What follows belongs to an exercise in optimizing a design on an open flow for small area, a short achievable clock period and few clock cycles per item; a production flow would make more cautious choices. Only simulation tests tie the RTL to the original design; equivalence was not proved. No activity file was given, so power comes from the tool's default toggle rates.

==> inputs of tundra <==
Design stereo_biquad, start of the top module:
module stereo_biquad (
    input  wire        clk,
    input  wire        rst,           
    input  wire        cfg_we,
    input  wire [2:0]  cfg_addr,
    input  wire [31:0] cfg_wdata,
    input  wire        in_valid,
    output reg         in_ready,
    input  wire [31:0] in_l,
    input  wire [31:0] in_r,
    output reg         out_valid,
    output wire [31:0] out_l,
    output wire [31:0] out_r
);
    localparam [31:0] B0_RST = 32'h3EF65ADD;
    localparam [31:0] B1_RST = 32'h3F765ADD;
    localparam [31:0] B2_RST = 32'h3EF65ADD;
    localparam [31:0] A1_RST = 32'h3F2C0CB9;
    localparam [31:0] A2_RST = 32'h3E815203;
    reg [31:0] b0, b1, b2, a1, a2;
    always @(posedge clk) begin
        if (rst) begin
            b0 <= B0_RST;
            b1 <= B1_RST;
            b2 <= B2_RST;
            a1 <= A1_RST;
            a2 <= A2_RST;
        end else if (cfg_we) begin
            if (cfg_addr == 3'd0) b0 <= cfg_wdata;
            if (cfg_addr == 3'd1) b1 <= cfg_wdata;
            if (cfg_addr == 3'd2) b2 <= cfg_wdata;
            if (cfg_addr == 3'd3) a1 <= cfg_wdata;
            if (cfg_addr == 3'd4) a2 <= cfg_wdata;
        end
    end
    reg rst_q, clr_q;
    always @(posedge clk) begin
        rst_q <= rst;
        clr_q <= cfg_we && (cfg_addr == 3'd5);
    end
    reg  [18:0] slot;
    wire        start = in_valid && !(|slot[8:0]) && !slot[10] && !rst && !rst_q;
    always @(posedge clk) begin
        if (rst_q) slot <= 19'd0;
        else       slot <= {slot[17:0], start};
        in_ready  <= slot[5] && !rst && !rst_q;
        out_valid <= slot[18] && !rst && !rst_q;
    end
    reg [31:0] xl, xr;
    always @(posedge clk) begin
        xl <= in_l;
        xr <= in_r;
    end
    reg [31:0] x1l, x1r, x2l, x2r, y1l, y1r, y2l, y2r;
    assign out_l = y1l;
    assign out_r = y1r;
    wire pend_l = slot[15] | slot[16];    
    wire pend_r = slot[18];
    wire [31:0] mul_a = ({32{slot[0] | slot[2]}} & b0)
                      | ({32{slot[1] | slot[3]}} & b1)
                      | ({32{slot[4] | slot[6]}} & b2)
                      | ({32{slot[7] | slot[9]}} & a1)
                      | ({32{slot[5] | slot[8]}} & a2);
    wire [31:0] mul_b = ({32{slot[0]}} & xl)  | ({32{slot[1]}} & x1l)
                      | ({32{slot[2]}} & xr)  | ({32{slot[3]}} & x1r)
                      | ({32{slot[4]}} & x2l) | ({32{slot[6]}} & x2r)
  ...
==> flow/config.mk <==
export PLATFORM = sky130hd
export DESIGN_NAME = stereo_biquad
export DESIGN_NICKNAME = stereo_biquad
export VERILOG_FILES = /design/flow/design.v
export SDC_FILE = /design/flow/constraint.sdc
export NUM_CORES = 4
export LEC_CHECK = 0
export CAP_MARGIN = 60
export CORE_MARGIN = 2
export CORE_UTILIZATION = 40
export SLEW_MARGIN = 60
==> flow/constraint.sdc <==
create_clock -name core_clock -period 19.0 [get_ports {clk}]
set_input_delay 3.8000 -clock core_clock [delete_from_list [all_inputs] [get_ports {clk}]]
set_output_delay 3.8000 -clock core_clock [all_outputs]
set_load 0.01 [all_outputs]
run.sh (not shown) runs the stock make flow with config.mk's settings and CLKGATE_MAP_FILE= SYNTH_SCRIPT=/design/flow/synth_recipe.tcl, a recipe that flattens the netlist after the stock synthesis.
==> garnet (differences from tundra) <==
==> flow/flow/run.sh (new file) <==
#!/bin/bash
# Standard ORFS layout; repair_timing aims for extra setup slack so the
# design runs faster than the fixed clock constraint requires.
set -euo pipefail
bash standard.sh SETUP_SLACK_MARGIN=14 SLEW_MARGIN=60 CAP_MARGIN=60 finish > orfs_make.log 2>&1
==> flow/standard.sh (new file) <==
#!/bin/bash
# synth_recipe.tcl (not shown) runs the flow's synth.tcl, then flattens the netlist and writes it again
# the make line also repeats each setting of config.mk as NAME=value (left out here)
make -C /OpenROAD-flow-scripts/flow DESIGN_CONFIG=/design/flow/config.mk WORK_HOME=/design/flow/orfs CLKGATE_MAP_FILE= SYNTH_SCRIPT=/design/flow/synth_recipe.tcl "${@:-finish}"
Settings changed: CAP_MARGIN 60 to 20, SLEW_MARGIN 60 to 20.
removed: flow/run.sh
==> zinc (differences from tundra) <==
Settings changed: CAP_MARGIN 60 to 85, SLEW_MARGIN 60 to 85.
==> comparison <==
The lowest sequential share of layout area belongs to zinc, the highest to tundra. The lowest count of clock-buffer cells in the layout belongs to tundra, the highest to garnet. Cell count: zinc > garnet > tundra. Power: garnet is smaller than zinc (18%). Clock skew: garnet > zinc > tundra. In synthesized cell count, garnet and zinc do not differ. Combinational power: tundra < garnet < zinc. Worst setup slack: zinc < tundra < garnet. Hold slack, lowest first: garnet, zinc, tundra. zinc produced a clean layout. garnet finished with timing, DRC and antenna clean. tundra went through all stages and came out clean. Global-route usage, lowest first: tundra, garnet, zinc.
==> figures <==
item                                                   tundra            zinc      garnet
Result of the run                    timing/DRC/antenna clean  timing/DRC/antenna clean  timing/DRC/antenna clean
Largest fanout on the critical path                        52               3           7
Pwr per Cell Area                                  120 nW/µm²      119 nW/µm²  115 nW/µm²
Sequential cell power                                 2.69 mW         2.77 mW     2.69 mW
Post-CTS setup buffers                                      0               0         143
GR Layer Usage met2                                     41.3%           44.3%       41.2%
All-Layer GR Usage                                      24.8%           26.4%       25.0%
Non-clock buffering overhead                            3.81%           11.5%       6.65%
Routed wire length on met3                           12900 µm        14800 µm    15300 µm
Cell internal power dissipation                       5.16 mW         6.16 mW     5.15 mW
First-pass iteration count of the detailed router           7               8          11
Critical R2R Launch                                   slot[7]  u_add.s2_mz[3]    slot[16]
1st-iter DRT viols                                       4755            4756        5090
RSZ-0062 raised after global routing                       no              no         yes
Worst-case reg-to-reg path depth                           20              32          25
Met1 layer wirelength in the final routing           91500 µm        94200 µm    91400 µm
Antenna violations before repair                            9              11          13
Min Hold Slack                                         321 ps          315 ps      308 ps
Required time of the worst setup path                19570 ps        19590 ps    19600 ps
Post-layout minimum cycle time                        6850 ps        11190 ps     5170 ps
Cts bufs inserted                                         107             106         105
Nets                                                     8143            8945        8364
Testbench counts of tundra, summed over its fixed seeds: cycles 42,992, items 4,096.
Testbench counts of garnet, summed over its fixed seeds: cycles 42,992, items 4,096.
Testbench counts of zinc, summed over its fixed seeds: cycles 42,992, items 4,096.

==> what the ideal ports hide <==
How much do the figures lean on ideal ports? The routed layouts below were timed once more, with nothing changed but the port constraints.
Step 1 (the two cells are an assumption about what drives the block):
set clk [get_ports {clk}]
set_driving_cell -lib_cell sky130_fd_sc_hd__clkbuf_16 $clk
set_driving_cell -lib_cell sky130_fd_sc_hd__buf_2 [delete_from_list [all_inputs] $clk]
Step 2 moves the port delays by t, midway between the first and last clock arrival at a register: inputs arrive t later, outputs are due t later. That takes back most of the time a late clock gives input paths.
Slacks: ideal ports / drivers / drivers and shift; pairs: ideal ports / drivers.
run | t (ns) | setup slack, ns | worst hold slack (ns) | worst register clock-pin slew, ns
tundra | 0.818 | 12.150 / 12.150 / 12.150 | 0.321 / 0.321 / 0.321 | 0.07 / 0.07
garnet | 0.800 | 13.829 / 13.820 / 13.361 | 0.308 / 0.308 / 0.308 | 0.07 / 0.07
zinc | 0.796 | 7.811 / 7.811 / 7.811 | 0.315 / 0.315 / 0.315 | 0.08 / 0.08
After both steps setup and hold are still met in every run listed. The setup slack of garnet, which loses most, moves by -0.009 ns with the drivers and by -0.468 ns with both steps.
